What follows belongs to an exercise in optimizing a design on an open flow for small area, a short achievable clock period and few clock cycles per item; a production flow would make more cautious choices.
Only simulation tests tie the RTL to the original design; equivalence was not proved.

// hme_fsearch
module hme_fsearch (
    input  wire         clk,
    input  wire         rst,
    input  wire         start,
    input  wire [4:0]   grid_rows_m1,    
    input  wire [4:0]   grid_cols_m1,    
    output reg          busy,
    output reg          done,
    output wire         ref_req,
    output wire [8:0]   ref_y,
    output wire [8:0]   ref_x,
    input  wire [127:0] ref_row,
    output wire         tgt_req,
    output wire [8:0]   tgt_y,
    output wire [8:0]   tgt_x,
    input  wire [127:0] tgt_row,
    output reg          res_valid,
    output wire [4:0]   res_mb_row,
    output wire [4:0]   res_mb_col,
    output wire [4:0]   res_dy,
    output wire [4:0]   res_dx,
    output wire [15:0]  res_cost
);
    reg [4:0] gr_m1, gc_m1;
    reg [4:0] mb_r, mb_c;
    reg       run;                     
    wire top   = (mb_r == 5'd0);
    wire bot   = (mb_r == gr_m1);
    wire left  = (mb_c == 5'd0);
    wire right = (mb_c == gc_m1);
    reg              g_ph;             
    reg              g_wait;           
    reg              g_new;            
    reg              g_done;
    reg        [3:0] g_rad;
    reg signed [4:0] g_a, g_b;         
    reg signed [4:0] g_cy, g_cx;       
  ...
export LEC_CHECK = 0
export CAP_MARGIN = 20
export CORE_MARGIN = 2
export CORE_UTILIZATION = 25
export CTS_CLUSTER_DIAMETER = 80
export CTS_CLUSTER_SIZE = 30
export PLACE_DENSITY = 0.5
export SLEW_MARGIN = 20
create_clock -name core_clock -period 22.0 [get_ports {clk}]
standard.sh (not shown) runs the stock make flow with config.mk's settings and CLKGATE_MAP_FILE= SYNTH_SCRIPT=/design/flow/synth_recipe.tcl, a recipe that flattens the netlist after the stock synthesis.
==> flow/flow/run.sh <==
#!/bin/bash
# The standard layout, with the smallest buffer (buf_1) on the ports
# instead of the one buffer_ports picks by default.
set -euo pipefail
cd "$(dirname "$0")/.."
export BUFFER_PORTS_ARGS="-buffer_cell sky130_fd_sc_hd__buf_1"
export SETUP_SLACK_MARGIN=15.0
bash standard.sh > standard.log 2>&1
The first run completed without violations.
Testbench counts at the start, summed over its fixed seeds: cycles 198,758, mbs 298.
Edit:
--- a/flow/flow/run.sh
+++ b/flow/flow/run.sh
@@ -7 +7 @@
-export SETUP_SLACK_MARGIN=15.0
+export SETUP_SLACK_MARGIN=15.6
Fmax came out higher by 3.3%.
Sequential cell count does not change.
Utilization went up by 2.5 points.
Edit:
--- a/flow/flow/run.sh
+++ b/flow/flow/run.sh
@@ -7 +7 @@
-export SETUP_SLACK_MARGIN=15.6
+export SETUP_SLACK_MARGIN=15.2
The changed run produced a clean layout.
Synthesized cell count stays the same.
Cell area fell by about 7%.
Global-route usage fell by 0.28 points.
Count of clock-buffer cells in the layout fell by 3.
Sequential share of layout area rose by 1.5 points.
Edit:
--- a/flow/flow/run.sh
+++ b/flow/flow/run.sh
@@ -7 +6,0 @@
-export SETUP_SLACK_MARGIN=15.2
Effect: The changed run ran to the end with no violations; synthesized area does not change; setup slack gets worse by 920 ps; flip-flop and latch count is unchanged; global-route usage barely changes; utilization shrinks by 0.61 points; count of clock-buffer cells in the layout grows by 4; die area does not change; final area shrinks by a few percent.

---

Another version of the RTL of hme_fsearch (not shown whole).
Size in the first run: about 280 flip-flops, roughly 350 I/O pins, roughly 0.021 mm^2 of cells after synthesis.
export LEC_CHECK = 0
export CAP_MARGIN = 20
export CORE_MARGIN = 2
export CORE_UTILIZATION = 25
export CTS_CLUSTER_DIAMETER = 80
export CTS_CLUSTER_SIZE = 30
export PLACE_DENSITY = 0.5
export SLEW_MARGIN = 20
create_clock -name core_clock -period 22.0 [get_ports {clk}]
==> flow/flow/run.sh <==
#!/bin/bash
# The standard layout, with the smallest buffer (buf_1) on the ports
# instead of the one buffer_ports picks by default.
set -euo pipefail
cd "$(dirname "$0")/.."
export BUFFER_PORTS_ARGS="-buffer_cell sky130_fd_sc_hd__buf_1"
export SETUP_SLACK_MARGIN=14.6
bash standard.sh > standard.log 2>&1
The baseline went through all stages and came out clean.
Testbench counts at the start, summed over its fixed seeds: cycles 198,758, mbs 298.
Edit:
--- a/flow/flow/run.sh
+++ b/flow/flow/run.sh
@@ -7 +6,0 @@
-export SETUP_SLACK_MARGIN=14.6
Outcome: Cell count stays the same. Non-clock buffer count stays the same. Via count barely changes. Sequential share of layout area stays flat. Worst setup slack degrades by 0.049 ns. Design area barely changes. Synthesized cell count is unchanged. Clock-buffer cell count is unchanged.
Edit:
--- a/flow/flow/run.sh
+++ b/flow/flow/run.sh
@@ -6,0 +7 @@
+export SETUP_SLACK_MARGIN=15.2
What happened:
- fmax grows by 4.5%
- sequential share of layout area decreases by 0.63 points
- first-iteration DRC count rose by 1.5%
- global-route usage climbs by 0.22 points
- setup slack gains 0.31 ns
- final cell count climbs by 1.0%

port drivers added, routing unchanged:
The results above use ideal ports. As a check the final layouts listed here were re-extracted and re-timed, cells and wires unchanged.
Step 1: set_driving_cell puts a clkbuf_16 on clk and a buf_2 on each other input, an assumption about the parent block.
Step 2 times the ports against the registers' clock, not the clock port: input delays grow and output delays shrink by t, the midpoint of the rising clock arrivals with the driver on.
Slacks: ideal ports / drivers / drivers and shift; pairs: ideal ports / drivers.
run | t, ns | slack for setup (ns) | slew at the worst register clock pin (ns) | worst data-port slew with drivers (ns)
the first run of note 1 | 0.621 | 15.177 / 15.215 / 14.593 | 0.11 / 0.11 | 0.10
the second run of note 1 | 0.610 | 15.392 / 15.392 / 15.031 | 0.09 / 0.09 | 0.08
the third run of note 1 | 0.619 | 15.319 / 15.319 / 14.777 | 0.11 / 0.11 | 0.07
the fourth run of note 1 | 0.618 | 14.399 / 14.399 / 14.165 | 0.11 / 0.11 | 0.08
the first run of note 2 | 0.627 | 14.885 / 14.825 / 14.331 | 0.10 / 0.10 | 0.13
the second run of note 2 | 0.627 | 14.836 / 14.776 / 14.332 | 0.10 / 0.10 | 0.13
the third run of note 2 | 0.628 | 15.144 / 15.082 / 14.760 | 0.10 / 0.10 | 0.10
After both steps setup and hold are still met in every run listed. For the first run of note 1, which loses most, drivers alone change the setup slack by +0.038 ns; drivers and shift together by -0.584 ns.
